What follows belongs to an exercise in optimizing a design on an open flow for small area; a production flow would make more cautious choices. RTL that was checked went through simulation tests only; none was proved equivalent to the original. No functional check of the RTL was part of runs 1 and 6 to 8. Power and IR drop assume default switching activity.

File: design/flow/flow/run.sh
#!/bin/bash
# The standard layout (standard.sh), with smaller port buffers and a clock
# tree built without dummy balancing loads.
set -euo pipefail
export BUFFER_PORTS_ARGS="-buffer_cell sky130_fd_sc_hd__buf_1"
export CTS_ARGS="-sink_clustering_enable -repair_clock_nets -buf_list sky130_fd_sc_hd__clkbuf_8 -root_buf sky130_fd_sc_hd__clkbuf_4 -sink_clustering_size 20 -sink_clustering_max_diameter 60 -dont_use_dummy_load"
bash standard.sh > standard.log 2>&1
File: design/flow/standard.sh
#!/bin/bash
# synth_recipe.tcl (not shown) runs the flow's synth.tcl, then flattens the netlist and writes it again
# the make line also repeats each setting of config.mk as NAME=value (left out here)
make -C /OpenROAD-flow-scripts/flow DESIGN_CONFIG=/design/flow/config.mk WORK_HOME=/design/flow/orfs CLKGATE_MAP_FILE= SYNTH_SCRIPT=/design/flow/synth_recipe.tcl "${@:-finish}"
File: design/flow/config.mk
export PLATFORM = sky130hd
export DESIGN_NAME = ircore_tx
export DESIGN_NICKNAME = ircore_tx
export VERILOG_FILES = /design/flow/design.v
export SDC_FILE = /design/flow/constraint.sdc
export NUM_CORES = 4
export LEC_CHECK = 0
export CAP_MARGIN = 20
export CORE_MARGIN = 2
export CORE_UTILIZATION = 40
export CTS_BUF_LIST = sky130_fd_sc_hd__clkbuf_8
export CTS_CLUSTER_DIAMETER = 60
export CTS_CLUSTER_SIZE = 20
export SLEW_MARGIN = 20
File: design/flow/constraint.sdc
create_clock -name core_clock -period 10.0 [get_ports {clk}]
set_input_delay 2.0000 -clock core_clock [delete_from_list [all_inputs] [get_ports {clk}]]
set_output_delay 2.0000 -clock core_clock [all_outputs]
set_load 0.01 [all_outputs]
File: design/flow/design.v
module ircore_tx (
    input  wire        clk,
    input  wire        rst,             
    input  wire        enq_valid,       
    input  wire        enq_rc6,         
    input  wire [2:0]  enq_mode,        
    input  wire [7:0]  enq_a,           
    input  wire [7:0]  enq_b,           
    output wire        enq_ready,       
    output wire        tx,              
    output wire        tx_idle          
);
    reg  [19:0] q [0:8];
    wire [8:0]  v;              
    wire [8:0]  fr;             
    wire        pop;            
    genvar gi;
    generate
        for (gi = 0; gi < 9; gi = gi + 1) begin : g_v
            assign v[gi] = q[gi][19] | ~q[gi][16];
        end
    endgenerate
    assign fr[8] = ~v[8] | pop | rst;
    generate
        for (gi = 0; gi < 8; gi = gi + 1) begin : g_fr
            assign fr[gi] = ~v[gi] | fr[gi + 1];
        end
    endgenerate
    assign enq_ready = fr[0];
    assign tx_idle   = ~|v;
    wire [19:0] in = {enq_valid & enq_rc6 & ~rst, enq_mode[2:1],
                      ~enq_valid | (enq_rc6 & enq_mode[0]), enq_a, enq_b};
    always @(posedge clk) begin
        if (fr[0]) q[0] <= in | {3'd0, rst, 16'd0};
    end
    generate
        for (gi = 1; gi < 9; gi = gi + 1) begin : g_q
            always @(posedge clk) begin
                if (fr[gi])
                    q[gi] <= {q[gi - 1][19] & ~rst, q[gi - 1][18:17],
                              q[gi - 1][16] | rst, q[gi - 1][15:0]};
            end
        end
    endgenerate
    wire [19:0] hd  = q[8];
    wire        rc6 = hd[19];
    reg        act;             
    reg [5:0]  n;               
    reg [1:0]  c;               
    reg [10:0] pre;             
    reg        tg;              
    wire tick = (pre == {5'b00001, rc6, 5'b00110});
    wire [7:0] src = n[4] ? hd[7:0] : hd[15:8];
    wire       sb  = src[~n[2:0]];
    wire [3:0] mt  = {tg, hd[16], hd[17], hd[18]};
    wire       b   = rc6 ? ((n[4:3] == 2'b00) ? (n[2] ? mt[n[1:0]] : 1'b1) : sb)
                         : sb ^ n[3];
    wire       w2  = (n[4:3] == 2'b00) & (n[2] | (n[1] ^ n[0]));
    wire lvl = rc6 ? ((n[4:0] == 5'd1) | (~(n[4] & n[3]) & (b ^ (w2 ? c[1] : c[0]))))
                   : (n[5] ? ~(n[2] & n[1]) : (c == 2'd0));
    wire cl   = rc6 ? w2 : (n[5] | b);
    wire send = c[0] & (c[1] == cl);
    wire fend = rc6 ? (n[4] & n[3] & n[1] & c[0]) : n[5] & ~n[4];
    assign pop = tick & fend;
    assign tx  = act & lvl;
    wire nx = tick & send;      
    always @(posedge clk) begin
        pre <= (~act | tick) ? 11'b01011011001 : {pre[9:0], pre[10] ^ pre[1]};
        n   <= ~act ? (rc6 ? 6'd1 : 6'd58) : n + {5'd0, nx};
        c   <= (~act | nx) ? 2'd0 : c + {1'b0, tick};
    end
    always @(posedge clk) begin
        if (rst) begin
            act <= 1'b0;
            tg  <= 1'b0;
        end else begin
            if (~act) act <= v[8];
            else if (pop) begin
                act <= 1'b0;
                if (rc6) tg <= ~tg;
            end
        end
    end
endmodule
==> results.txt, run 1 <==
- Clock Skews: 83.7 ps
- Area delta synth->final: 7.71%
- Hold crit path type: reg -> reg
- Worst Setup SP: rst
- Sequential area share after synthesis: 0.851
- Distinct cells, synth: 48
- Die Ht: 135 um
- Synth top area share: 0.790
- WL met1: 3140 um
- Initial drt markers: 117
- RSZ-0062 raised after global routing: no
- Worst setup EP type: output pin
- Gr ovfl total: 0
- Core area: 16600 sq um
- Synth area leaders: edfxtp_1 79%, dfxtp_1 6.1%, nor2b_1 1.5%
- Clock latency on the worst-skew pair: 570 ps
- Hold path startpoint: q[3][15]$_DFFE_PP_
- CP delay by family, top: buffers and inverters
- CP most frequent cell: buf_1
- Highest routed metal layer: met4
- Slew Limit Fails: 0
- DR WL/cell: 12.5 um
- Total track usage: 0.0884
- Post-synthesis cell area: 6840 sq um
- Ys async rst share: 0
- R2R setup slack: 6360 ps
- Post-CTS Hold Buffers: 0
- Top FF cell, synth: edfxtp_1
- Leakage power: 2.59 nW
- Vias: 2760
- DR pass1 iterations: 4
- Clock power frac: 0.261
- Initial Utilization: 0.411
- Most frequent cells after synthesis: 180 x edfxtp_1, 21 x dfxtp_1, 16 x nor2b_1
- GP Congestion: 0.706
- Ports: 26
- Pwr Total: 1.31 mW
- Setup TNS: 0 ps
- Number of synthesized flops with an enable pin: 180
- CTS tree: done
- Clk sinks: 201
- Max_cap viols: 0
- Layout fillers: 1428
- CTS H-tree depth: 1
- Initial antenna violation count: 0
- Critical path class: in -> out
- Die area: 18200 sq um
- Yosys warns: 2
- WP buf/inv: 3
- Vias in the first global route: 2877
- DR vias/cell: 4.58
- Std-Cell Rows: 47
- Bufs on Longest Clock Path: 3
- Post-synthesis register bit count: 201
- Remaining DRCs: 0
- Largest net degree at the start of global routing: 23
- Status: complete, no violations
- Dpl hpwl: 4980 um
- Worst path cell trace: buf_1 -> nor2b_1 -> o211ai_1 -> buf_4 -> a211o_1 -> nor2_1 -> nand4_1 -> buf_1
- Net Sw Frac: 0.179
- Post-CTS Setup Bufs: 0
- Number of port buffers: 25
- P_sw: 0.234 mW
- # resized after CTS: 0
- Routed length on met3: 305 um
- Final hold vios: 0
- Nets: 411
- Num CTS Buffers: 15
- Worst r2r src: q[8][19]$_DFFE_PP_
- Most common cell in the synthesized netlist: edfxtp_1
- Slowest CP cell: a211o_1
- Total inserted antenna cells: 0
- Crit-path max FO: 22
- Sequential share of power: 0.730
- Min Hold Slack: 418 ps
- Maximum clock frequency: 0.152 GHz
- Clock-pin slew on the worst setup and hold paths: 100 ps
- Area leader, netlist: edfxtp_1
- Worst Setup Start Kind: primary input
- Max IR drop VDD: 0.129 mV
- Post-Synthesis Cells: 349
- Syn_nets: 376
- Die width: 135 um
- Root Buffer: clkbuf_4
- Met2 wire length: 3830 um
- Max-slew headroom: 0.419
- Setup violations, final: 0
- CP arrival: 4580 ps
- Tmin final: 6580 ps
- Avg Inst Size Synth: 19.6 sq um
- Pwr/cell area: 177 nW/um^2
- Worst Tran Pin Value: 869 ps
- Internal power: 1.07 mW
- Fraction of layout cells with a size suffix above 1: 0.0942
- Fin crit share: 0.658
- CP max stage delay: 660 ps
- Antenna viol nets, final: 0
- Comb power frac: 0.009
- Final WL: 7520 um
- Worst EP required: 8000 ps
- First-pass GRT wire length: 13000 um
worst register-to-register path: stages (launching register included):
cell,delay (ps)
edfxtp_1,600
xnor2_1,230
nand4_1,270
o211ai_1,270
buf_4,310
a211o_1,670
nor2_1,230
nand3_1,720
cell usage in the layout, fill, tap and decap left out, types with 6 or more instances in the layout:
cell      synthesis  final
clkbuf_8          0     12
nand2_1           9      9
inv_1             7      7
xor2_1            6      6
edfxtp_1        180    180
dfxtp_1          21     21
nor2b_1          16     16
buf_1             0     25
and2_1            6      6
nand2b_1          7      7
or2_2            12     12
nor2_1           11     11
power by group through the flow:
stage / clock (mW) / sequential, mW / combinational (mW)
final: 0.341 / 0.955 / 0.0114
after global routing: 0.390 / 0.959 / 0.0130
after CTS: 0.360 / 0.956 / 0.0116
after detailed placement: 0 / 0.975 / 0.0115
after global placement: 0 / 0.972 / 0.0114
after floorplan: 0 / 0.971 / 0.00692
worst paths after layout:
| check | endpoint | depth (start not counted) |
|---|---|---|
| max | enq_ready | 8 |
| min | q[4][15]$_DFFE_PP_ | 0 |
| min reg2reg | q[4][15]$_DFFE_PP_ | 0 |
| max reg2reg | q[1][12]$_DFFE_PP_ | 7 |
cell families (layout without fill, tap and decap cells):
kind of cell / count (synthesis) / in the layout / share of synthesized area
flops: 201 / 201 / 0.851
simple gates: 85 / 85 / 0.0726
compound gates: 23 / 23 / 0.0252
buf+inv: 17 / 50 / 0.0119
xor+xnor: 10 / 10 / 0.0128
mux: 9 / 9 / 0.0190
fa+ha+maj: 4 / 4 / 0.00731
sequential cells by signal (all words and copies together), names as in the netlist:
register	cells
act	1
n	6
c	2
pre	11
q	180
tg	1
routing by layer:
metal,global-route usage,vias to the layer above
li1,-,1377
met1,0.101,1320
met2,0.157,43
met3,0.0259,20
met4,0.0327,0
met5,0,-
through the flow:
step	utilization	cells	setup slack [ps]	cell area, sq um
floorplan	-	349	3650	6840
global placement	0.431	586	3050	7170
detailed placement	0.431	586	2910	7170
CTS	0.442	601	2900	7360
global route	0.443	602	3030	7370
finish	0.443	602	3420	7370
cell type report:
type / count / area (sq um) / share of cell area
inverter: 7 / 26.3 / 0.00356
tap: 220 / 275 / 0.0373
sequential: 201 / 5830 / 0.790
timing repair buffer: 28 / 120 / 0.0163
multi-input combinational: 131 / 937 / 0.127
clock buffer: 15 / 188 / 0.0255
==> run 2, diff against run 1 <==
--- a/design/flow/design.v
+++ b/design/flow/design.v
@@ -13,32 +13,34 @@
     reg  [19:0] q [0:8];
     wire [8:0]  v;              
     wire [8:0]  fr;             
+    wire [8:0]  ld;             
+    wire [8:0]  kp;             
     wire        pop;            
     genvar gi;
     generate
         for (gi = 0; gi < 9; gi = gi + 1) begin : g_v
-            assign v[gi] = q[gi][19] | ~q[gi][16];
+            assign v[gi] = q[gi][19] | q[gi][16];
         end
     endgenerate
-    assign fr[8] = ~v[8] | pop | rst;
+    assign fr[8] = ~v[8] | pop;
+    assign kp[8] = ~pop & ~rst;
     generate
         for (gi = 0; gi < 8; gi = gi + 1) begin : g_fr
             assign fr[gi] = ~v[gi] | fr[gi + 1];
+            assign kp[gi] = ~fr[gi + 1] & ~rst;
         end
     endgenerate
+    assign ld = fr & {9{~rst}};
     assign enq_ready = fr[0];
     assign tx_idle   = ~|v;
-    wire [19:0] in = {enq_valid & enq_rc6 & ~rst, enq_mode[2:1],
-                      ~enq_valid | (enq_rc6 & enq_mode[0]), enq_a, enq_b};
+    wire [19:0] in = {enq_rc6, enq_mode[2:1], ~enq_rc6 | enq_mode[0], enq_a, enq_b};
     always @(posedge clk) begin
-        if (fr[0]) q[0] <= in | {3'd0, rst, 16'd0};
+        q[0] <= ({20{ld[0] & enq_valid}} & in) | ({20{kp[0]}} & q[0]);
     end
     generate
         for (gi = 1; gi < 9; gi = gi + 1) begin : g_q
             always @(posedge clk) begin
-                if (fr[gi])
-                    q[gi] <= {q[gi - 1][19] & ~rst, q[gi - 1][18:17],
-                              q[gi - 1][16] | rst, q[gi - 1][15:0]};
+                q[gi] <= ({20{ld[gi]}} & q[gi - 1]) | ({20{kp[gi]}} & q[gi]);
             end
         end
     endgenerate
@@ -60,14 +62,22 @@
                    : (n[5] ? ~(n[2] & n[1]) : (c == 2'd0));
     wire cl   = rc6 ? w2 : (n[5] | b);
     wire send = c[0] & (c[1] == cl);
-    wire fend = rc6 ? (n[4] & n[3] & n[1] & c[0]) : n[5] & ~n[4];
-    assign pop = tick & fend;
+    wire fend = rc6 ? ((n[4:0] == 5'd26) & c[0]) : n[5] & ~n[4];
+    assign pop = act & tick & fend;
     assign tx  = act & lvl;
-    wire nx = tick & send;      
     always @(posedge clk) begin
         pre <= (~act | tick) ? 11'b01011011001 : {pre[9:0], pre[10] ^ pre[1]};
-        n   <= ~act ? (rc6 ? 6'd1 : 6'd58) : n + {5'd0, nx};
-        c   <= (~act | nx) ? 2'd0 : c + {1'b0, tick};
+        if (~act) begin
+            n <= rc6 ? 6'd1 : 6'd58;
+            c <= 2'd0;
+        end else if (tick) begin
+            if (send) begin
+                n <= n + 6'd1;
+                c <= 2'd0;
+            end else begin
+                c <= c + 2'd1;
+            end
+        end
     end
     always @(posedge clk) begin
         if (rst) begin
==> design/flow/flow/run.sh (replaced) <==
#!/bin/bash
# The standard layout (standard.sh), with smaller port buffers and a clock
# tree built without dummy balancing loads.
set -euo pipefail
export BUFFER_PORTS_ARGS="-buffer_cell sky130_fd_sc_hd__buf_1"
export CTS_ARGS="-sink_clustering_enable -repair_clock_nets -buf_list sky130_fd_sc_hd__clkbuf_8 -root_buf sky130_fd_sc_hd__clkbuf_4 -sink_clustering_size 21 -sink_clustering_max_diameter 60 -dont_use_dummy_load"
bash standard.sh > standard.log 2>&1
==> run 2 against run 1 <==
  * Clock skew down 16 ps
  * Maximum frequency up 31%
  * Worst setup slack better by 1600 ps
  * Power down 8.1%
  * Flip-flop and latch count unchanged
  * Largest power group unchanged
  * Cell area down 0.56%
  * Highest routed layer unchanged
  * First-iteration DRC count up 13%
  * Utilization down 1.3 points
==> results.txt, run 2 <==
- Most common cell in the synthesized netlist: dfxtp_1
- Pwr Total: 1.20 mW
- Worst setup EP type: output pin
- Footprint of the multi-input gates: 2570 sq um
- Largest regs: q x180, pre x11, n x6
- Total inserted antenna cells: 0
- Initial antenna violation count: 0
- Worst r2r src: n[1]$_DFFE_PP_
- Maximum clock frequency: 0.199 GHz
- WL met1: 5390 um
- Post-Synth Adder-Cell Area: 0.00725
- Slew Limit Fails: 0
- Layout fillers: 1636
- Total track usage: 0.127
- Ports: 26
- Fraction of layout cells with a size suffix above 1: 0.0743
- Gr ovfl total: 0
- Simple-gate share of the synthesized area: 0.0647
- Pwr/cell area: 164 nW/um^2
- Post-CTS Setup Bufs: 0
- CP arrival: 3020 ps
- Yosys warns: 2
- First-pass GRT wire length: 19500 um
- Worst Setup Start Kind: flop
- Register name with the most flops: q
- Post-synthesis cell area: 6900 sq um
- # resized after CTS: 0
- Avg Inst Size Synth: 12.0 sq um
- Worst reg2reg path depth: 8
- Bufs on Longest Clock Path: 3
- Compound-cell area share of the yosys netlist: 0.270
- Worst R2R End: q[5][3]$_DFF_P_
- Nets: 608
- Critical path class: reg -> out
- Max reg flops: 180
- Std-Cell Rows: 48
- R2R setup slack: 6810 ps
- Cell Count, Final, Fillers Out: 804
- Die width: 135 um
- Root Buffer: clkbuf_4
- Leakage power: 2.81 nW
- Max-slew headroom: 0.475
- Initial drt markers: 132
- Tmin final: 5020 ps
- Largest family of logic cells by synthesized area: compound AO/OA/AOI/OAI gates
- Post-synthesis register bit count: 201
- Initial Utilization: 0.405
- Number of synthesized flops with an enable pin: 6
- Num CTS Buffers: 15
- Ys async rst share: 0
- Vias: 4283
- Syn_nets: 603
- Remaining DRCs: 0
- Clock Skews: 67.8 ps
- RSZ-0062 raised after global routing: no
- Status: complete, no violations
- Core area: 17100 sq um
- Hold crit path type: reg -> reg
- Number of port buffers: 25
- DR WL/cell: 14.3 um
- Top FF cell, synth: dfxtp_1
- Post-Synthesis Cells: 576
- Max IR drop VDD: 0.117 mV
- Worst EP required: 8000 ps
- Most common cell after layout, fill and taps aside: dfxtp_1
- Clock latency on the worst-skew pair: 590 ps
- Placed cells: 789
- Vias in the first global route: 4117
- Largest net degree at the start of global routing: 24
- Final WL: 11500 um
- Area leader, netlist: dfxtp_1
- Fin crit share: 0.502
- Most frequent cells after synthesis: 195 x dfxtp_1, 180 x a22o_1, 28 x nor2_1
- Most frequent cells in the layout: 195 x dfxtp_1, 180 x a22o_1, 25 x buf_1, 24 x nor2_1, 12 x clkbuf_8
- Crit-path max FO: 15
- Min Hold Slack: 444 ps
- DR pass1 iterations: 6
- Seq. cell area: 4080 sq um
- Highest routed metal layer: met4
- Hold depth: 1
- Synth area leaders: dfxtp_1 57%, a22o_1 23%, edfxtp_1 2.6%
- CTS H-tree depth: 1
- Core Util, Final: 0.430
- Mux share of post-synthesis cell area: 0.0147
- Met2 wire length: 5450 um
- Clk sinks: 201
- Clock-pin slew on the worst setup and hold paths: 120 ps
- Post-CTS Hold Buffers: 0
- Die Ht: 135 um
- Distinct cells, synth: 57
- Synth top area share: 0.566
- Synth Area in XOR/XNOR: 0.0127
- Area delta synth->final: 6.22%
- Die area: 18300 sq um
- Setup TNS: 0 ps
- Final hold vios: 0
- Setup violations, final: 0
- Dpl hpwl: 8330 um
- Max_cap viols: 0
- Antenna viol nets, final: 0
- Hold path startpoint: pre[6]$_SDFF_PP1_
- Hold Path End: pre[7]$_SDFF_PP1_
- Sequential area share after synthesis: 0.592
- Routed length on met3: 411 um
- DR vias/cell: 5.33
- CTS tree: done
- Worst Tran Pin Value: 786 ps
- GP Congestion: 0.810
==> run 2: cell count changes after synthesis, sizes merged, moves of 5 or more <==
cell / change
a21oi: +5
dfxtp: +174
nor2b: -16
edfxtp: -174
or2: -7
nor2: +17
mux2i: +5
a22o: +179
clkbuf: +20
buf: +15
==> run 2: worst max path at each step <==
stage	endpoint	slack, ps	depth (start not counted)	start
detailed placement	tx	5590	8	n[1]$_DFFE_PP_
global route	tx	4740	8	n[1]$_DFFE_PP_
floorplan	tx	6110	9	n[1]$_DFFE_PP_
global placement	tx	5710	8	n[1]$_DFFE_PP_
finish	tx	4980	8	n[1]$_DFFE_PP_
CTS	tx	4940	8	n[1]$_DFFE_PP_
==> run 2: layer usage <==
layer,GRT usage,vias to the layer above
li1,-,2197
met1,0.156,2004
met2,0.222,66
met3,0.0251,16
met4,0.0434,0
met5,0,-
==> run 2: area by class of cell <==
cell class,count,area share
tap,225,0.0384
clock buffer,15,0.0256
sequential,201,0.557
inverter,9,0.00461
timing repair buffer,34,0.0241
multi-input combinational,320,0.350
==> run 2: kinds of logic (layout without fill, tap and decap cells) <==
kind of cell               after synthesis  after routing
AOI/OAI and AO/OA                      218            218
xor gates and xnor gates                10             10
adders and majority gates                4              4
buffers and inverters                   55             58
DFF                                    201            201
muxes                                   10             10
and+or+nand+nor                         78             78
==> run 2: power breakdown <==
part / switching [mW] / total (mW) / internal [mW] / leakage (nW)
registers: 0.00559 / 0.818 / 0.813 / 1.63
clock network: 0.232 / 0.354 / 0.121 / 0.100
logic: 0.0177 / 0.0304 / 0.0127 / 1.08
total: 0.255 / 1.20 / 0.947 / 2.81
==> run 2: worst max-delay path: stages (launching register included) <==
cell      delay, ps
edfxtp_1        810
mux2i_1         270
o22ai_1         140
nor4_4          360
a21oi_1          80
a311oi_1        350
nand4_1         130
o211ai_1        110
buf_1           170
==> run 2: metrics by stage <==
stage               cell area [sq um]  worst slack, ps
detailed placement               7130             5590
CTS                              7320             4940
floorplan                        6900             6110
finish                           7330             4980
global placement                 7080             5710
global route                     7330             4740
==> run 3, diff against run 2 <==
==> design/flow/config.mk (replaced) <==
export PLATFORM = sky130hd
export DESIGN_NAME = ircore_tx
export DESIGN_NICKNAME = ircore_tx
export VERILOG_FILES = /design/flow/design.v
export SDC_FILE = /design/flow/constraint.sdc
export NUM_CORES = 4
export LEC_CHECK = 0
export CAP_MARGIN = 0
export CORE_MARGIN = 2
export CORE_UTILIZATION = 40
export SLEW_MARGIN = 0
==> run 3 against run 2 <==
  * Hold slack worse by 40 ps
  * Sequential share of layout area rose by 0.56 points
  * Synthesized cell count unchanged
  * Non-clock buffer count is 4 lower
  * Die area did not move
  * Global-route usage fell by 0.25 points
  * Cell count decreased by 0.62%
  * Count of clock-buffer cells in the layout decreased by 1
  * Routed wire length decreased by 2.8%
==> results.txt, run 3 <==
- Status: complete, no violations
- Largest net degree at the start of global routing: 24
- Worst Tran Pin Value: 1270 ps
- Root Buffer: clkbuf_4
- Post-Synthesis Cells: 576
- Area leader, netlist: dfxtp_1
- Syn_nets: 603
- Max IR drop VDD: 0.117 mV
- Critical path class: reg -> out
- Cell Count, Final, Fillers Out: 799
- Clk sinks: 201
- Slew Limit Fails: 0
- Net Sw Frac: 0.208
- DR WL/cell: 14.0 um
- Top FF cell, synth: dfxtp_1
- Global routing's busiest layer: met2
- Worst EP required: 8000 ps
- Synth top area share: 0.566
- GP Congestion: 0.810
- Core area: 17100 sq um
- Sequential area share after synthesis: 0.592
- Avg Inst Size Synth: 12.0 sq um
- Met1 Resource Use GR: 0.157
- Setup violations, final: 0
- Slowest CP cell: edfxtp_1
- Vias in the first global route: 4086
- Hold crit path type: reg -> reg
- P_sw: 0.246 mW
- Initial Utilization: 0.405
- Clock latency on the worst-skew pair: 580 ps
- Register name with the most flops: q
- Internal power: 0.937 mW
- Yosys warns: 2
- Max-slew headroom: 0.153
- CP arrival: 2980 ps
- Synth area leaders: dfxtp_1 57%, a22o_1 23%, edfxtp_1 2.6%
- Worst path cell trace: mux2i_1 -> o22ai_1 -> nor4_4 -> a21oi_1 -> a311oi_1 -> nand4_1 -> o211ai_1 -> buf_1
- DR vias/cell: 5.32
- Die Ht: 135 um
- Met3 Usage GRT: 0.0236
- Setup TNS: 0 ps
- Nets: 603
- Most frequent cells in the layout: 195 x dfxtp_1, 180 x a22o_1, 27 x nor2_1, 25 x buf_1, 11 x clkbuf_8
- Num CTS Buffers: 14
- Layout fillers: 1646
- Fraction of layout cells with a size suffix above 1: 0.0610
- Seq. cell area: 4080 sq um
- Ports: 26
- Remaining DRCs: 0
- Tmin final: 4980 ps
- Most frequent cells after synthesis: 195 x dfxtp_1, 180 x a22o_1, 28 x nor2_1
- Worst Setup Start Kind: flop
- DR pass1 iterations: 4
- WP buf/inv: 1
- Post-synthesis register bit count: 201
- Sequential share of power: 0.691
- Max reg flops: 180
- Final WL: 11200 um
- Total inserted antenna cells: 0
- Gr ovfl total: 0
- Post-CTS Setup Bufs: 0
- Bufs on Longest Clock Path: 3
- Clock Skews: 76.8 ps
- Ys async rst share: 0
- First-pass GRT wire length: 19300 um
- RSZ-0062 raised after global routing: no
- Leakage power: 2.76 nW
- Worst setup EP type: output pin
- # resized after CTS: 0
- Std-Cell Rows: 48
- Maximum clock frequency: 0.201 GHz
- Post-synthesis cell area: 6900 sq um
- Comb power frac: 0.024
- Initial antenna violation count: 0
- Die width: 135 um
- Clock-pin slew on the worst setup and hold paths: 120 ps
- Total track usage: 0.124
- CTS H-tree depth: 1
- Pwr/cell area: 163 nW/um^2
- Most common cell after layout, fill and taps aside: dfxtp_1
- Dpl hpwl: 8270 um
- CTS tree: done
- Met2 GRT Util: 0.219
- Antenna viol nets, final: 0
- Setup ws final: 5020 ps
- Clock power frac: 0.285
- Most common cell in the synthesized netlist: dfxtp_1
- CP delay by family, top: flip-flops
- Number of port buffers: 25
- DP Worst Slack: 5570 ps
- Crit-path max FO: 15
- CP max stage delay: 800 ps
- Number of synthesized flops with an enable pin: 6
- Fin crit share: 0.498
- Max_cap viols: 0
- Placed cells: 785
- Initial drt markers: 133
- Distinct cells, synth: 57
- Largest regs: q x180, pre x11, n x6
- Core Util, Final: 0.426
- Footprint of the multi-input gates: 2550 sq um
- Final hold vios: 0
- Post-CTS Hold Buffers: 0
- Area delta synth->final: 5.17%
- Die area: 18300 sq um
- Vias: 4250
==> run 3: cell counts after synthesis <==
No cell type changed its count.
==> run 3: power groups by stage <==
stage	registers [mW]	logic (mW)	clock network, mW
2_1_floorplan	0.835	0.0220	0
3_3_place_gp	0.836	0.0278	0
3_5_place_dp	0.837	0.0288	0
4_1_cts	0.818	0.0289	0.355
5_1_grt	0.820	0.0321	0.382
6_report	0.818	0.0285	0.337
==> run 3: worst reg2reg max path, delay by kind of cell (launching register included) <==
kind | cells | cell delay [ps]
flops | 1 | 690
compound gates | 3 | 720
fa+ha+maj | 1 | 310
simple gates | 3 | 1580
==> run 3: path summary, 6_finish.rpt <==
path	slack [ps]	to	cells past startpoint	start
hold / removal	400	pre[3]$_SDFF_PP1_	1	pre[2]$_SDFF_PP0_
hold reg to reg	400	pre[3]$_SDFF_PP1_	1	pre[2]$_SDFF_PP0_
setup / recovery	5020	tx	8	n[1]$_DFFE_PP_
setup reg to reg	6620	q[1][14]$_DFF_P_	7	n[1]$_DFFE_PP_
==> run 3: cells by family (layout without fill, tap and decap cells) <==
group           Yosys count  after routing  share of synthesized area
flops                   201            201                      0.592
buf+inv                  55             53                     0.0393
simple gates             78             78                     0.0647
compound gates          218            218                      0.270
fa+ha+maj                 4              4                    0.00725
xor+xnor                 10             10                     0.0127
mux                      10             10                     0.0147
==> run 3: stage by stage <==
step / instance area, sq um / power, mW / hold WS, ps
final: 7260 / 1.18 / 404
after floorplan: 6900 / 0.857 / 402
after detailed placement: 7080 / 0.866 / 431
after global placement: 7080 / 0.864 / 417
after global routing: 7260 / 1.23 / 414
after CTS: 7260 / 1.20 / 410
==> run 3: area by class of cell <==
cell class,count,area share
Clock buffer,14,0.0240
Inverter,9,0.00465
Multi-Input combinational cell,320,0.352
Sequential cell,201,0.563
Tap cell,225,0.0388
Timing Repair Buffer,30,0.0181
==> run 3: per-layer routing <==
metal | part of all wire | vias up
met5 | 0 | -
met4 | 0.019 | 0
met3 | 0.038 | 21
met2 | 0.48 | 58
met1 | 0.46 | 1989
li1 | - | 2182
==> run 4, diff against run 3 <==
--- a/design/flow/design.v
+++ b/design/flow/design.v
@@ -62,8 +62,8 @@
                    : (n[5] ? ~(n[2] & n[1]) : (c == 2'd0));
     wire cl   = rc6 ? w2 : (n[5] | b);
     wire send = c[0] & (c[1] == cl);
-    wire fend = rc6 ? ((n[4:0] == 5'd26) & c[0]) : n[5] & ~n[4];
-    assign pop = act & tick & fend;
+    wire fend = rc6 ? (n[4] & n[3] & n[1] & c[0]) : n[5] & ~n[4];
+    assign pop = tick & fend;
     assign tx  = act & lvl;
     always @(posedge clk) begin
         pre <= (~act | tick) ? 11'b01011011001 : {pre[9:0], pre[10] ^ pre[1]};
--- a/design/flow/config.mk
+++ b/design/flow/config.mk
@@ -7,5 +7,5 @@
 export LEC_CHECK = 0
 export CAP_MARGIN = 0
 export CORE_MARGIN = 2
-export CORE_UTILIZATION = 40
+export CORE_UTILIZATION = 70
 export SLEW_MARGIN = 0
==> run 4 against run 3 <==
  * Critical path depth down 2
  * Clock skew is 6.9 ps lower
  * Via count decreased by 1.4%
  * Count of clock-buffer cells in the layout is 1 lower
  * First-iteration DRC count is 32% higher
  * Synthesized cell count is 3.6% lower
  * Register-to-register slack improved by 280 ps
  * Critical endpoint unchanged
  * Highest routed layer unchanged
==> results.txt, run 4 <==
- Std-Cell Rows: 35
- Internal power: 0.930 mW
- Initial antenna violation count: 0
- Most frequent cells in the layout: 195 x dfxtp_1, 180 x a22o_1, 31 x nor2_1, 25 x buf_1, 10 x clkbuf_8
- Fraction of layout cells with a size suffix above 1: 0.0736
- Hold crit path type: reg -> reg
- Distinct cells, synth: 44
- Maximum clock frequency: 0.209 GHz
- Simple-gate share of the synthesized area: 0.0628
- DR WL/cell: 15.6 um
- Fin crit share: 0.479
- Avg Inst Size Synth: 12.2 sq um
- Core Util, Final: 0.754
- Crit-path max FO: 9
- Worst EP required: 8000 ps
- Die Ht: 103 um
- Placed cells: 673
- Bufs on Longest Clock Path: 3
- Post-Synthesis Cells: 555
- Cell Count, Final, Fillers Out: 686
- Status: complete, no violations
- Sequential area share after synthesis: 0.601
- Net Sw Frac: 0.203
- Synth area leaders: dfxtp_1 57%, a22o_1 23%, edfxtp_1 2.7%
- Critical path class: reg -> out
- Sequential share of power: 0.701
- CP arrival: 2790 ps
- Cell area after layout: 7040 sq um
- Syn_nets: 581
- Largest regs: q x180, pre x11, n x6
- Clock Skews: 69.9 ps
- Layout fillers: 642
- CP most frequent cell: mux4_2
- Comb power frac: 0.026
- Clk sinks: 201
- GP Congestion: 0.876
- Clock latency on the worst-skew pair: 560 ps
- Remaining DRCs: 0
- Yosys warns: 2
- Mux share of post-synthesis cell area: 0.0214
- Antenna viol nets, final: 0
- Synth Area in XOR/XNOR: 0.0155
- Worst Setup Start Kind: flop
- Largest family of logic cells by synthesized area: compound AO/OA/AOI/OAI gates
- Post-CTS Hold Buffers: 0
- Post-CTS Setup Bufs: 0
- Most frequent cells after synthesis: 195 x dfxtp_1, 180 x a22o_1, 31 x nor2_1
- Clock power frac: 0.273
- Gr ovfl total: 0
- Worst path cell trace: mux4_2 -> mux4_2 -> xnor2_1 -> nand2_1 -> a31oi_1 -> buf_1
- Largest net degree at the start of global routing: 24
- Min Hold Slack: 418 ps
- Root Buffer: clkbuf_4
- Most common cell in the synthesized netlist: dfxtp_1
- Seq. cell area: 4080 sq um
- Total track usage: 0.213
- Final WL: 10700 um
- DP Area: 6880 sq um
- DR vias/cell: 6.11
- Setup ws final: 5210 ps
- CP max stage delay: 620 ps
- Synth top area share: 0.574
- Top FF cell, synth: dfxtp_1
- Slowest CP cell: edfxtp_1
- WP buf/inv: 1
- Vias: 4192
- P_sw: 0.237 mW
- Die area: 10500 sq um
- Total inserted antenna cells: 0
- Area delta synth->final: 3.53%
- Pwr Total: 1.17 mW
- Ports: 26
- Max_cap viols: 0
- Vias in the first global route: 3950
- Tmin final: 4790 ps
- CTS H-tree depth: 1
- Area leader, netlist: dfxtp_1
- Worst setup EP type: output pin
- RSZ-0062 raised after global routing: no
- CTS tree: done
- Num CTS Buffers: 13
- CP delay by family, top: multiplexers
- Initial drt markers: 176
- Die width: 103 um
- Post-Synth Adder-Cell Area: 0.00552
- # resized after CTS: 0
- Footprint of the multi-input gates: 2460 sq um
- DR pass1 iterations: 4
- Nets: 585
- Dpl hpwl: 7870 um
- Post-synthesis register bit count: 201
- First-pass GRT wire length: 18300 um
- Max IR drop VDD: 0.168 mV
- Number of synthesized flops with an enable pin: 6
- Initial Utilization: 0.729
- Max reg flops: 180
- Ys async rst share: 0
- DP Worst Slack: 5770 ps
- Number of port buffers: 25
- Compound-cell area share of the yosys netlist: 0.256
- Max-slew headroom: 0.180
- Leakage power: 2.64 nW
- Setup TNS: 0 ps
- Clock-pin slew on the worst setup and hold paths: 110 ps
- Worst Tran Pin Value: 1230 ps
- Pwr/cell area: 166 nW/um^2
- Register name with the most flops: q
- Slew Limit Fails: 0
- Final hold vios: 0
- Most common cell after layout, fill and taps aside: dfxtp_1
- Setup violations, final: 0
- Post-synthesis cell area: 6800 sq um
- Core area: 9330 sq um
## run 4: cell count changes in the layout (fill, tap and decap cells not counted), sizes merged, moves of 3 or more
cell,delta
nor3,+6
mux4,+6
inv,-4
nand3,-3
xor2,+3
o32ai,-3
buf,+3
nor4,-3
nor2,+6
mux2i,-8
## run 4: area by class of cell
| type | instances | area share |
|---|---|---|
| tap | 129 | 0.0229 |
| inverter | 5 | 0.00267 |
| timing repair buffer | 33 | 0.0219 |
| multi-input combinational | 305 | 0.349 |
| clock buffer | 13 | 0.0228 |
| sequential | 201 | 0.580 |
## run 4: final timing paths
check	from	endpoint	slack, ps	cells past startpoint
hold reg to reg	q[2][9]$_DFF_P_	q[3][9]$_DFF_P_	420	1
setup reg to reg	n[4]$_DFFE_PP_	n[0]$_DFFE_PP_	6900	6
setup / recovery	n[4]$_DFFE_PP_	tx	5210	6
hold / removal	q[2][9]$_DFF_P_	q[3][9]$_DFF_P_	420	1
## run 4: layer usage
layer,global-route usage,vias to the layer above,wire length (um)
li1,-,2101,-
met1,0.263,2009,4890
met2,0.388,67,5260
met3,0.0339,15,380
met4,0.0574,0,170
met5,0,-,0
## run 4: power by group through the flow
stage                     combinational, mW  clock, mW  sequential (mW)
final                                0.0301      0.319            0.818
after global routing                 0.0334      0.359            0.820
after CTS                            0.0304      0.327            0.818
after detailed placement             0.0303          0            0.836
after global placement               0.0290          0            0.836
after floorplan                      0.0222          0            0.835
## run 4: logic make-up after synthesis
| logic type | Yosys count |
|---|---|
| simple gates | 79 |
| xor+xnor | 12 |
| compound gates | 204 |
| flops | 201 |
| fa+ha+maj | 3 |
| buf+inv | 49 |
| mux | 7 |
## run 4: worst reg2reg max path, delay by kind of cell, from the launching register on
| kind | cells | cell delay (ps) |
|---|---|---|
| multiplexers | 2 | 1070 |
| AO/OA/AOI/OAI | 2 | 780 |
| flip-flops | 1 | 620 |
| XOR/XNOR | 2 | 260 |
==> run 5, diff against run 4 <==
--- a/design/flow/config.mk
+++ b/design/flow/config.mk
@@ -7,5 +7,5 @@
 export LEC_CHECK = 0
 export CAP_MARGIN = 0
 export CORE_MARGIN = 2
-export CORE_UTILIZATION = 70
+export CORE_UTILIZATION = 40
 export SLEW_MARGIN = 0
==> run 5 against run 4 <==
  * Utilization down 32 points
  * Non-clock buffer count down 5
  * Synthesized cell count unchanged
  * Count of clock-buffer cells in the layout up 1
  * Maximum frequency down 0.61%
  * Critical endpoint unchanged
  * Sequential power about the same
  * Sequential share of layout area down 0.78 points
  * Register-to-register slack worse by 100 ps
  * Clock power up 7.2%
  * Highest routed layer unchanged
  * Combinational power down 5%
  * Critical path depth unchanged
  * Routed wire length up 2.0%
==> results.txt, run 5 <==
- Status: complete, no violations
- Synth top area share: 0.574
- Std-Cell Rows: 47
- Clock Skews: 60.8 ps
- Most common cell after layout, fill and taps aside: dfxtp_1
- Post-synthesis register bit count: 201
- Max-slew headroom: 0.156
- DR pass1 iterations: 4
- Nets: 581
- Footprint of the multi-input gates: 2460 sq um
- Most common cell in the synthesized netlist: dfxtp_1
- Initial antenna violation count: 0
- Final hold vios: 0
- Maximum clock frequency: 0.207 GHz
- Leakage power: 2.62 nW
- Clock-pin slew on the worst setup and hold paths: 100 ps
- Post-CTS Hold Buffers: 0
- Register name with the most flops: q
- DR vias/cell: 5.27
- Number of port buffers: 25
- Placed cells: 758
- DR WL/cell: 14.1 um
- Core area: 16600 sq um
- Pwr Total: 1.19 mW
- Most frequent cells after synthesis: 195 x dfxtp_1, 180 x a22o_1, 31 x nor2_1
- Number of synthesized flops with an enable pin: 6
- Yosys warns: 2
- GP Congestion: 0.735
- Area delta synth->final: 4.95%
- Most frequent cells in the layout: 195 x dfxtp_1, 180 x a22o_1, 30 x nor2_1, 25 x buf_1, 11 x clkbuf_8
- Root Buffer: clkbuf_4
- Area leader, netlist: dfxtp_1
- Distinct cells, synth: 44
- # resized after CTS: 0
- Clk sinks: 201
- Min Hold Slack: 441 ps
- Vias: 4071
- Ports: 26
- Max IR drop VDD: 0.140 mV
- Avg Inst Size Synth: 12.2 sq um
- Die area: 18000 sq um
- Fraction of layout cells with a size suffix above 1: 0.0687
- Worst EP required: 8000 ps
- DP Area: 6950 sq um
- Worst setup EP type: output pin
- Num CTS Buffers: 14
- Post-CTS Setup Bufs: 0
- Slew Limit Fails: 0
- Gr ovfl total: 0
- Clock latency on the worst-skew pair: 570 ps
- Total inserted antenna cells: 0
- Critical path class: reg -> out
- Post-synthesis cell area: 6800 sq um
- Max reg flops: 180
- Die width: 134 um
- CTS tree: done
- Dpl hpwl: 7930 um
- Layout fillers: 1563
- Setup ws final: 5180 ps
- Antenna viol nets, final: 0
- Ys async rst share: 0
- Fin crit share: 0.482
- Synth area leaders: dfxtp_1 57%, a22o_1 23%, edfxtp_1 2.7%
- Core Util, Final: 0.430
- Syn_nets: 581
- Remaining DRCs: 0
- Pwr/cell area: 167 nW/um^2
- Setup violations, final: 0
- Cell area after layout: 7130 sq um
- Setup TNS: 0 ps
- RSZ-0062 raised after global routing: no
- Initial drt markers: 183
- Worst Setup Start Kind: flop
- Total track usage: 0.126
- First-pass GRT wire length: 19300 um
- Final WL: 10900 um
- Crit-path max FO: 9
- Worst Tran Pin Value: 1260 ps
- Post-Synthesis Cells: 555
- Seq. cell area: 4080 sq um
- Largest net degree at the start of global routing: 24
- Initial Utilization: 0.410
- Bufs on Longest Clock Path: 3
- Largest regs: q x180, pre x11, n x6
- CP arrival: 2820 ps
- Die Ht: 134 um
- Sequential area share after synthesis: 0.601
- Tmin final: 4820 ps
- Hold crit path type: reg -> reg
- Cell Count, Final, Fillers Out: 773
- Vias in the first global route: 4028
- Top FF cell, synth: dfxtp_1
- DP Worst Slack: 5710 ps
- CTS H-tree depth: 1
- Max_cap viols: 0
run 5: cell counts after synthesis:
Identical to the previous run, type by type.
run 5: worst max-delay path, stage by stage, from the launching register on:
cell and delay (ps):
edfxtp_1 610, mux4_2 570, mux4_2 520, xnor2_1 170, nand2_1 80, a31oi_1 180
buf_1 170
run 5: kinds of logic after synthesis:
family                     share of synthesized area
buffers and inverters                         0.0381
adders and majority gates                    0.00552
AOI/OAI and AO/OA                              0.256
muxes                                         0.0214
DFF                                            0.601
xor gates and xnor gates                      0.0155
and+or+nand+nor                               0.0628
run 5: layout make-up:
cell class / instances / share of cell area
repair buffers: 28 / 0.0168
flip-flops and latches: 201 / 0.573
inverters: 5 / 0.00263
well taps: 220 / 0.0386
multi-input cells: 305 / 0.345
clock buffers: 14 / 0.0244
run 5: final timing paths:
path / start / endpoint / slack (ps) / depth (start not counted)
worst max-delay path: n[4]$_DFFE_PP_ / tx / 5180 / 6
worst min-delay path: pre[1]$_SDFF_PP0_ / pre[2]$_SDFF_PP0_ / 440 / 2
worst max register to register: n[4]$_DFFE_PP_ / n[3]$_DFFE_PP_ / 6800 / 6
worst min register to register: pre[1]$_SDFF_PP0_ / pre[2]$_SDFF_PP0_ / 440 / 2
run 5: power by group:
| group | internal (mW) | total, mW | switching, mW |
|---|---|---|---|
| clock network | 0.114 | 0.342 | 0.228 |
| registers | 0.813 | 0.818 | 0.00553 |
| logic | 0.0111 | 0.0285 | 0.0174 |
run 5: metal layers:
metal | track usage | wire [um] | vias up
met4 | 0.0287 | 188 | 0
met1 | 0.162 | 5280 | 1880
met2 | 0.219 | 5090 | 72
met3 | 0.0242 | 357 | 15
met5 | 0 | 0 | -
li1 | - | - | 2104
==> run 6, diff against run 5 <==
--- a/design/flow/design.v
+++ b/design/flow/design.v
@@ -46,7 +46,7 @@
     endgenerate
     wire [19:0] hd  = q[8];
     wire        rc6 = hd[19];
-    reg        act;             
+    wire ini = fr[8];
     reg [5:0]  n;               
     reg [1:0]  c;               
     reg [10:0] pre;             
@@ -59,16 +59,15 @@
                          : sb ^ n[3];
     wire       w2  = (n[4:3] == 2'b00) & (n[2] | (n[1] ^ n[0]));
     wire lvl = rc6 ? ((n[4:0] == 5'd1) | (~(n[4] & n[3]) & (b ^ (w2 ? c[1] : c[0]))))
-                   : (n[5] ? ~(n[2] & n[1]) : (c == 2'd0));
+                   : ((n[5] & n[4]) ? ~(n[2] & n[1]) : (c == 2'd0));
     wire cl   = rc6 ? w2 : (n[5] | b);
     wire send = c[0] & (c[1] == cl);
-    wire fend = rc6 ? (n[4] & n[3] & n[1] & c[0]) : n[5] & ~n[4];
-    assign pop = tick & fend;
-    assign tx  = act & lvl;
+    assign pop = rc6 ? (tick & n[4] & n[3] & n[1] & c[0]) : (n[5] & ~n[4] & c[0]);
+    assign tx  = v[8] & lvl;
     always @(posedge clk) begin
-        pre <= (~act | tick) ? 11'b01011011001 : {pre[9:0], pre[10] ^ pre[1]};
-        if (~act) begin
-            n <= rc6 ? 6'd1 : 6'd58;
+        pre <= (ini | tick) ? 11'b01011011001 : {pre[9:0], pre[10] ^ pre[1]};
+        if (ini) begin
+            n <= q[7][19] ? 6'd1 : 6'd58;
             c <= 2'd0;
         end else if (tick) begin
             if (send) begin
@@ -80,15 +79,9 @@
         end
     end
     always @(posedge clk) begin
-        if (rst) begin
-            act <= 1'b0;
-            tg  <= 1'b0;
-        end else begin
-            if (~act) act <= v[8];
-            else if (pop) begin
-                act <= 1'b0;
-                if (rc6) tg <= ~tg;
-            end
-        end
+        if (rst)
+            tg <= 1'b0;
+        else if (pop & rc6)
+            tg <= ~tg;
     end
 endmodule
==> run 6 against run 5 <==
  * Flip-flop and latch count down 1
  * Routed wire length up 6.1%
  * Die area down 0.88%
  * First-iteration DRC count up 1.1%
  * Register-to-register slack worse by 210 ps
  * Sequential share of layout area down 0.95 points
  * Combinational power up 11%
  * Via count up 1.8%
  * Global-route usage up 1.3 points
  * Utilization up 0.67 points
  * Critical path type unchanged
==> results.txt, run 6 <==
- Total track usage: 0.138
- Initial Utilization: 0.408
- Largest regs: q x180, pre x11, n x6
- Most common cell after layout, fill and taps aside: dfxtp_1
- Die Ht: 134 um
- # resized after CTS: 0
- Worst Setup Start Kind: flop
- Tmin final: 4870 ps
- DR WL/cell: 14.9 um
- Std-Cell Rows: 47
- Most frequent cells in the layout: 194 x dfxtp_1, 180 x a22o_1, 25 x buf_1, 20 x nor2_1, 16 x clkbuf_8
- Gr ovfl total: 0
- Core area: 16500 sq um
- Most common cell in the synthesized netlist: dfxtp_1
- Num CTS Buffers: 17
- DR pass1 iterations: 4
- CP arrival: 2870 ps
- Pwr Total: 1.22 mW
- DR vias/cell: 5.34
- Maximum clock frequency: 0.205 GHz
- First-pass GRT wire length: 20100 um
- Cell Count, Final, Fillers Out: 776
- Bufs on Longest Clock Path: 2
- Clock latency on the worst-skew pair: 590 ps
- Worst EP required: 8000 ps
- Slew Limit Fails: 0
- Clock Skews: 34.4 ps
- Root Buffer: clkbuf_4
- Clock-pin slew on the worst setup and hold paths: 70 ps
- Post-synthesis register bit count: 200
- WP buf/inv: 1
- Synth top area share: 0.577
- Max IR drop VDD: 0.116 mV
- Final hold vios: 0
- RSZ-0062 raised after global routing: no
- Met2 GRT Util: 0.223
- Nets: 584
- Min Hold Slack: 430 ps
- Largest net degree at the start of global routing: 25
- Post-Synthesis Cells: 548
- Die area: 17900 sq um
- Setup TNS: 0 ps
- Register name with the most flops: q
- Worst r2r src: n[4]$_DFFE_PP_
- Critical path class: reg -> out
- Crit-path max FO: 12
- Hold crit path type: reg -> reg
- Setup violations, final: 0
- Met1 Resource Use GR: 0.180
- Final WL: 11600 um
- Vias in the first global route: 4002
- Area leader, netlist: dfxtp_1
- Area delta synth->final: 7.17%
- Most frequent cells after synthesis: 194 x dfxtp_1, 180 x a22o_1, 27 x buf_2
- GP Congestion: 0.753
- Initial antenna violation count: 0
- Top FF cell, synth: dfxtp_1
- CP max stage delay: 650 ps
- CTS H-tree depth: 4
- R2R setup slack: 6590 ps
- Hold depth: 1
- Post-CTS Hold Buffers: 0
- Hold path startpoint: pre[2]$_SDFF_PP0_
- CP delay by family, top: multiplexers
- Max reg flops: 180
- Placed cells: 759
- Met3 Usage GRT: 0.0388
- Die width: 134 um
- WP depth: 6
- Vias: 4143
- Cell area after layout: 7220 sq um
- Slowest CP cell: edfxtp_1
- Worst setup EP type: output pin
- CTS tree: done
- Global routing's busiest layer: met2
- Clk sinks: 200
- Worst path cell trace: mux4_1 -> mux4_2 -> xnor2_1 -> a31oi_1 -> nand2_1 -> buf_1
- Synth area leaders: dfxtp_1 58%, a22o_1 23%, edfxtp_1 2.7%
- Ys async rst share: 0
- Distinct cells, synth: 44
- Leakage power: 2.71 nW
- Number of port buffers: 25
- Ports: 26
- Yosys warns: 2
- Number of synthesized flops with an enable pin: 6
- Sequential area share after synthesis: 0.603
- Worst Tran Pin Value: 1220 ps
- Pwr/cell area: 169 nW/um^2
- DP Area: 6990 sq um
- Total inserted antenna cells: 0
- Worst R2R End: n[0]$_DFFE_PP_
- Remaining DRCs: 0
- Post-CTS Setup Bufs: 0
- Max-slew headroom: 0.183
- Hold Path End: pre[3]$_SDFF_PP1_
- Avg Inst Size Synth: 12.3 sq um
- Max_cap viols: 0
- Worst reg2reg path depth: 6
- Fin crit share: 0.487
- Dpl hpwl: 8500 um
- Status: complete, no violations
- Post-synthesis cell area: 6740 sq um
- Initial drt markers: 185
- Fraction of layout cells with a size suffix above 1: 0.0737
- Syn_nets: 574
- Antenna viol nets, final: 0
[run 6: cell count changes after synthesis, moves of 3 or more]
cell and change:
o21ai_1 -3, clkbuf_1 -9, nor2_4 -3, nor2_1 -11
and2_1 +3, buf_6 -5, a21oi_1 +8, buf_2 +15
xor2_1 -3
[run 6: how the worst max path moves through the flow]
stage,startpoint,endpoint,slack (ps)
detailed placement,rst,q[2][0]$_DFF_P_,5650
floorplan,n[4]$_DFFE_PP_,tx,6070
finish,n[4]$_DFFE_PP_,tx,5130
global route,n[4]$_DFFE_PP_,tx,4960
CTS,n[4]$_DFFE_PP_,tx,5090
global placement,rst,q[1][0]$_DFF_P_,5720
[run 6: cell families after synthesis]
| kind of cell | synth area share |
|---|---|
| compound gates | 0.266 |
| flops | 0.603 |
| simple gates | 0.0502 |
| buf+inv | 0.0351 |
| xor+xnor | 0.0167 |
| mux | 0.0227 |
| fa+ha+maj | 0.00557 |
[run 6: report_power, final]
part | leakage, nW | internal, mW | switching, mW
Clock | 0.120 | 0.145 | 0.228
Sequential | 1.63 | 0.808 | 0.00564
Combinational | 0.966 | 0.0131 | 0.0184
Total | 2.71 | 0.966 | 0.252
[run 6: area by class of cell]
class                      count  area, sq um
inverter                       7         26.3
fill                        1527         9310
clock buffer                  17          228
multi-input combinational    298         2460
sequential                   200         4060
timing repair buffer          34          161
tap                          220          275
[run 6: per-stage QoR]
stage          utilization  worst slack (ps)
2_1_floorplan            -              6070
3_3_place_gp         0.423              5720
3_5_place_dp         0.423              5650
4_1_cts              0.437              5090
5_1_grt              0.437              4960
6_report             0.437              5130
[run 6: metal layers]
layer / wire length [um] / vias to the layer above
met2: 5370 / 71
met5: 0 / -
li1: - / 2119
met1: 5620 / 1938
met4: 170 / 0
met3: 430 / 15
==> run 7, diff against run 6 <==
--- a/design/flow/config.mk
+++ b/design/flow/config.mk
@@ -7,5 +7,5 @@
 export LEC_CHECK = 0
 export CAP_MARGIN = 0
 export CORE_MARGIN = 2
-export CORE_UTILIZATION = 40
+export CORE_UTILIZATION = 70
 export SLEW_MARGIN = 0
==> run 7 against run 6 <==
  * Clock power down 1%
  * Critical path depth unchanged
  * Combinational power up 2%
  * Utilization up 33 points
  * Critical endpoint unchanged
==> results.txt, run 7 <==
- R2R setup slack: 6590 ps
- Initial Utilization: 0.725
- Pwr/cell area: 171 nW/um^2
- Min Hold Slack: 441 ps
- Post-Synthesis Cells: 548
- Placed cells: 668
- Root Buffer: clkbuf_4
- Hold depth: 1
- Clk sinks: 200
- Synth area leaders: dfxtp_1 58%, a22o_1 23%, edfxtp_1 2.7%
- Total inserted antenna cells: 0
- Largest net degree at the start of global routing: 25
- Synth top area share: 0.577
- Top FF cell, synth: dfxtp_1
- Die width: 102 um
- Worst setup EP type: output pin
- Initial drt markers: 195
- Syn_nets: 574
- CTS tree: done
- Critical path class: reg -> out
- Dpl hpwl: 8480 um
- GP Congestion: 0.821
- Num CTS Buffers: 17
- Post-synthesis cell area: 6740 sq um
- Yosys warns: 2
- Most frequent cells after synthesis: 194 x dfxtp_1, 180 x a22o_1, 27 x buf_2
- Vias: 4330
- Cell area after layout: 7120 sq um
- Die area: 10400 sq um
- CTS H-tree depth: 4
- Fraction of layout cells with a size suffix above 1: 0.0790
- CP arrival: 2860 ps
- Clock-pin slew on the worst setup and hold paths: 80 ps
- Post-CTS Hold Buffers: 0
- Slew Limit Fails: 0
- Fin crit share: 0.486
- Core area: 9280 sq um
- Final WL: 11800 um
- Hold crit path type: reg -> reg
- Bufs on Longest Clock Path: 2
- Number of synthesized flops with an enable pin: 6
- Hold path startpoint: pre[6]$_SDFF_PP1_
- Distinct cells, synth: 44
- Clock Skews: 54.4 ps
- DR vias/cell: 6.31
- Max-slew headroom: 0.164
- Most common cell in the synthesized netlist: dfxtp_1
- Leakage power: 2.72 nW
- Remaining DRCs: 0
- Hold Path End: pre[7]$_SDFF_PP1_
- Nets: 585
- Cell Count, Final, Fillers Out: 686
- Most frequent cells in the layout: 194 x dfxtp_1, 180 x a22o_1, 25 x buf_1, 18 x nor2_1, 16 x clkbuf_8
- Tmin final: 4860 ps
- Worst r2r src: n[4]$_DFFE_PP_
- Ports: 26
- Worst R2R End: n[0]$_DFFE_PP_
- RSZ-0062 raised after global routing: no
- Post-CTS Setup Bufs: 0
- Max reg flops: 180
- Avg Inst Size Synth: 12.3 sq um
- Setup violations, final: 0
- Initial antenna violation count: 0
- Post-synthesis register bit count: 200
- Ys async rst share: 0
- Number of port buffers: 25
- Register name with the most flops: q
- Worst Setup Start Kind: flop
- Vias in the first global route: 4128
- Die Ht: 102 um
- DP Area: 6880 sq um
- Setup TNS: 0 ps
- First-pass GRT wire length: 20300 um
- DR pass1 iterations: 5
- Area delta synth->final: 5.72%
- Largest regs: q x180, pre x11, n x6
- Total track usage: 0.249
- DR WL/cell: 17.2 um
- Final hold vios: 0
- Core Util, Final: 0.767
- Status: complete, no violations
- Clock latency on the worst-skew pair: 580 ps
- Worst EP required: 8000 ps
- Antenna viol nets, final: 0
- Sequential area share after synthesis: 0.603
- Area leader, netlist: dfxtp_1
- Max IR drop VDD: 0.143 mV
- # resized after CTS: 0
- Gr ovfl total: 0
- Worst Tran Pin Value: 1250 ps
- Most common cell after layout, fill and taps aside: dfxtp_1
- Max_cap viols: 0
- Worst reg2reg path depth: 6
- Crit-path max FO: 12
- Maximum clock frequency: 0.206 GHz
- Std-Cell Rows: 35
run 7: where the power goes:
part           total (mW)  switching, mW  internal (mW)  leakage, nW
clock network       0.369          0.224          0.145        0.120
registers           0.814        0.00580          0.808         1.63
logic              0.0322         0.0189         0.0133        0.972
total                1.22          0.249          0.967         2.72
run 7: how the worst max path moves through the flow:
stage,start,to,depth (start not counted)
6_report,n[4]$_DFFE_PP_,tx,6
2_1_floorplan,n[4]$_DFFE_PP_,tx,6
3_5_place_dp,n[4]$_DFFE_PP_,tx,6
5_1_grt,n[4]$_DFFE_PP_,tx,6
3_3_place_gp,n[4]$_DFFE_PP_,tx,6
4_1_cts,n[4]$_DFFE_PP_,tx,6
run 7: layout make-up:
| class | instances | area [sq um] |
|---|---|---|
| multi-input cells | 298 | 2470 |
| fillers | 604 | 2160 |
| repair buffers | 35 | 173 |
| well taps | 129 | 161 |
| flip-flops and latches | 200 | 4060 |
| clock buffers | 17 | 228 |
| inverters | 7 | 26.3 |
run 7: metrics by stage:
stage,setup WS (ps),total power [mW]
after global routing,5010,1.26
final,5140,1.22
after detailed placement,5720,0.864
after global placement,5750,0.862
after CTS,5100,1.22
after floorplan,6070,0.853
run 7: cells by family (layout without fill, tap and decap cells):
logic type | Yosys count | after routing | synth area share
flip-flops | 200 | 200 | 0.603
AO/OA/AOI/OAI | 212 | 212 | 0.266
XOR/XNOR | 12 | 12 | 0.0167
AND/OR/NAND/NOR | 64 | 64 | 0.0502
multiplexers | 7 | 7 | 0.0227
buffers and inverters | 50 | 59 | 0.0351
adder cells (fa/ha/maj) | 3 | 3 | 0.00557
run 7: worst max-delay path, cell delays in order, from the launching register on:
cell	delay (ps)
edfxtp_1	660
mux4_1	620
mux4_2	530
xnor2_1	150
a31oi_1	160
nand2_1	70
buf_1	130
run 7: metal layers:
metal / share of wire / vias to the layer above / GRT usage
met5: 0 / - / 0
met4: 0.0077 / 0 / 0.0759
met3: 0.033 / 10 / 0.0636
met2: 0.48 / 87 / 0.405
met1: 0.47 / 2110 / 0.330
li1: - / 2123 / -
==> run 8, diff against run 7 <==
==> design/flow/flow/run.sh (replaced) <==
#!/bin/bash
# The standard layout (standard.sh), with smaller port buffers and a clock
# tree built without dummy balancing loads.
set -euo pipefail
export BUFFER_PORTS_ARGS="-buffer_cell sky130_fd_sc_hd__buf_1"
export CTS_ARGS="-sink_clustering_enable -repair_clock_nets -buf_list sky130_fd_sc_hd__clkbuf_8 -root_buf sky130_fd_sc_hd__clkbuf_4 -sink_clustering_size 21 -sink_clustering_max_diameter 70 -dont_use_dummy_load"
bash standard.sh > standard.log 2>&1
--- a/design/flow/config.mk
+++ b/design/flow/config.mk
@@ -7,5 +7,5 @@
 export LEC_CHECK = 0
 export CAP_MARGIN = 0
 export CORE_MARGIN = 2
-export CORE_UTILIZATION = 70
+export CORE_UTILIZATION = 40
 export SLEW_MARGIN = 0
==> run 8 against run 7 <==
  * Sequential share of layout area shrank 0.77 points
  * First-iteration DRC count is 5.1% lower
  * Cell count is 13% higher
  * Cell area is 1.4% higher
  * Power is 0.22% higher
  * Highest routed layer unchanged
  * Non-clock buffer count decreased by 1
  * Die area rose by 72%
  * Count of clock-buffer cells in the layout did not move
  * Critical path depth did not move
  * Routed wire length decreased by 2.0%
==> results.txt, run 8 <==
- Post-Synthesis Cells: 548
- Number of port buffers: 25
- Pwr/cell area: 169 nW/um^2
- Post-synthesis cell area: 6740 sq um
- Slew Limit Fails: 0
- Max_cap viols: 0
- Post-CTS Hold Buffers: 0
- Leakage power: 2.71 nW
- Avg Inst Size Synth: 12.3 sq um
- Post-CTS Setup Bufs: 0
- DR WL/cell: 14.9 um
- Yosys warns: 2
- Number of synthesized flops with an enable pin: 6
- Post-synthesis register bit count: 200
- Vias in the first global route: 4002
- CTS tree: done
- Worst Tran Pin Value: 1220 ps
- DP Area: 6990 sq um
- Setup TNS: 0 ps
- Sequential area share after synthesis: 0.603
- Most common cell in the synthesized netlist: dfxtp_1
- Total inserted antenna cells: 0
- Tmin final: 4870 ps
- Total track usage: 0.138
- Critical path class: reg -> out
- Remaining DRCs: 0
- Top FF cell, synth: dfxtp_1
- Cell Count, Final, Fillers Out: 776
- Internal power: 0.966 mW
- Area leader, netlist: dfxtp_1
- Clock latency on the worst-skew pair: 590 ps
- Setup ws final: 5130 ps
- Gr ovfl total: 0
- Worst path cell trace: mux4_1 -> mux4_2 -> xnor2_1 -> a31oi_1 -> nand2_1 -> buf_1
- CP arrival: 2870 ps
- Max IR drop VDD: 0.116 mV
- Worst setup path end: tx
- Most frequent cells in the layout: 194 x dfxtp_1, 180 x a22o_1, 25 x buf_1, 20 x nor2_1, 16 x clkbuf_8
- DR vias/cell: 5.34
- Ys async rst share: 0
- Core area: 16500 sq um
- Ports: 26
- Fraction of layout cells with a size suffix above 1: 0.0737
- Root Buffer: clkbuf_4
- Worst Setup SP: n[4]$_DFFE_PP_
- Worst Setup Start Kind: flop
- R2R setup slack: 6590 ps
- GP Congestion: 0.753
- Placed cells: 759
- Initial Utilization: 0.408
- Distinct cells, synth: 44
- Worst r2r src: n[4]$_DFFE_PP_
- Clock Skews: 34.4 ps
- Crit-path max FO: 12
- Register name with the most flops: q
- CP delay by family, top: multiplexers
- Clock power frac: 0.306
- Core Util, Final: 0.437
- WP buf/inv: 1
- Maximum clock frequency: 0.205 GHz
- Synth top area share: 0.577
- RSZ-0062 raised after global routing: no
- First-pass GRT wire length: 20100 um
- Initial drt markers: 185
- Initial antenna violation count: 0
- Max reg flops: 180
- Max-slew headroom: 0.183
- Hold depth: 1
- Clk sinks: 200
- Most common cell after layout, fill and taps aside: dfxtp_1
- Vias: 4143
- Nets: 584
- Comb power frac: 0.026
- Die area: 17900 sq um
- Num CTS Buffers: 17
- Die Ht: 134 um
- Status: complete, no violations
- CP max stage delay: 650 ps
- Most frequent cells after synthesis: 194 x dfxtp_1, 180 x a22o_1, 27 x buf_2
- Cell area after layout: 7220 sq um
- Bufs on Longest Clock Path: 2
- Worst reg2reg path depth: 6
- WP depth: 6
- Std-Cell Rows: 47
- Largest regs: q x180, pre x11, n x6
- Dpl hpwl: 8500 um
- Sequential share of power: 0.668
- Fin crit share: 0.487
- Worst R2R End: n[0]$_DFFE_PP_
- Syn_nets: 574
- Layout fillers: 1527
- Final hold vios: 0
- DP Worst Slack: 5650 ps
- DR pass1 iterations: 4
- # resized after CTS: 0
- Final WL: 11600 um
- P_sw: 0.252 mW
- Setup violations, final: 0
- Area delta synth->final: 7.17%
- Net Sw Frac: 0.207
- Synth area leaders: dfxtp_1 58%, a22o_1 23%, edfxtp_1 2.7%
- Hold crit path type: reg -> reg
- Clock-pin slew on the worst setup and hold paths: 70 ps
- CTS H-tree depth: 4
- Worst EP required: 8000 ps
- Slowest CP cell: edfxtp_1
- Die width: 134 um
- Antenna viol nets, final: 0
- Largest net degree at the start of global routing: 25
- Worst setup EP type: output pin
run 8: power by group through the flow:
stage               Combinational [mW]  Clock [mW]  Sequential (mW)
CTS                             0.0318       0.385            0.814
finish                          0.0316       0.373            0.814
floorplan                       0.0230           0            0.830
global placement                0.0308           0            0.832
global route                    0.0355       0.419            0.815
detailed placement              0.0317           0            0.832
run 8: how the worst min path moves through the flow:
stage | from | slack (ps) | end
detailed placement | pre[2]$_SDFF_PP0_ | 420 | pre[3]$_SDFF_PP1_
global placement | pre[6]$_SDFF_PP1_ | 410 | pre[7]$_SDFF_PP1_
floorplan | pre[6]$_SDFF_PP1_ | 400 | pre[7]$_SDFF_PP1_
CTS | pre[6]$_SDFF_PP1_ | 430 | pre[7]$_SDFF_PP1_
finish | pre[2]$_SDFF_PP0_ | 430 | pre[3]$_SDFF_PP1_
global route | pre[6]$_SDFF_PP1_ | 450 | pre[7]$_SDFF_PP1_
run 8: cell type report:
type	instances	area, sq um	area share
Clock buffer	17	228	0.0315
Inverter	7	26.3	0.00364
Multi-Input combinational cell	298	2460	0.341
Sequential cell	200	4060	0.563
Tap cell	220	275	0.0381
Timing Repair Buffer	34	161	0.0224
run 8: worst reg2reg max path, stage by stage, from the launching register on:
cell and delay, ps:
edfxtp_1 650, mux4_1 630, mux4_2 520, xnor2_2 170
a21oi_1 190, xnor2_1 90, o31ai_1 790
run 8: logic make-up (layout without fill, tap and decap cells):
kind of cell             count (synthesis)  count (layout)  synth area share
adder cells (fa/ha/maj)                  3               3           0.00557
multiplexers                             7               7            0.0227
AND/OR/NAND/NOR                         64              64            0.0502
XOR/XNOR                                12              12            0.0167
buffers and inverters                   50              58            0.0351
flip-flops                             200             200             0.603
AO/OA/AOI/OAI                          212             212             0.266
run 8: layer usage:
layer / up-vias / part of all wire / global-route usage
li1: 2119 / - / -
met1: 1938 / 0.49 / 0.180
met2: 71 / 0.46 / 0.223
met3: 15 / 0.037 / 0.0388
met4: 0 / 0.015 / 0.0449
met5: - / 0 / 0
run 8: per-stage QoR:
step | power, mW | hold WS (ps)
detailed placement | 0.864 | 421
finish | 1.22 | 430
global route | 1.27 | 453
floorplan | 0.853 | 402
global placement | 0.863 | 411
CTS | 1.23 | 433

-- afterwards: timing with drivers on the ports --
No port has a modelled driver above. Below, the same layouts with a new extraction and two added sets of constraints.
Step 1 (the two cells are an assumption about what drives the block):
set clk [get_ports {clk}]
set_driving_cell -lib_cell sky130_fd_sc_hd__clkbuf_16 $clk
set_driving_cell -lib_cell sky130_fd_sc_hd__buf_2 [delete_from_list [all_inputs] $clk]
Step 2 adds t to the input delays and takes it off the output delays; t is the mean of the earliest and latest rising clock arrival at the registers after step 1. Input paths then give back, and output paths get back, about the clock's delay inside the block.
a / b / c = ideal ports / drivers / drivers and shift; a / b = the first two.
run | t, ns | slack for setup (ns) | clock arrival spread, ns
run 1 | 0.559 | 3.418 / 3.386 / 3.386 | 0.084 / 0.083
run 2 | 0.594 | 4.980 / 4.945 / 5.539 | 0.068 / 0.068
run 3 | 0.572 | 5.021 / 4.987 / 5.559 | 0.077 / 0.077
run 4 | 0.553 | 5.206 / 5.176 / 5.729 | 0.071 / 0.070
run 5 | 0.574 | 5.177 / 5.144 / 5.717 | 0.061 / 0.061
run 6 | 0.613 | 5.130 / 5.095 / 5.690 | 0.037 / 0.037
run 7 | 0.588 | 5.142 / 5.107 / 5.695 | 0.054 / 0.054
run 8 | 0.613 | 5.130 / 5.095 / 5.690 | 0.037 / 0.037
After both steps setup and hold are still met in every run listed. The setup slack of run 1, which loses most, moves by -0.032 ns with the drivers and by -0.032 ns with both steps.
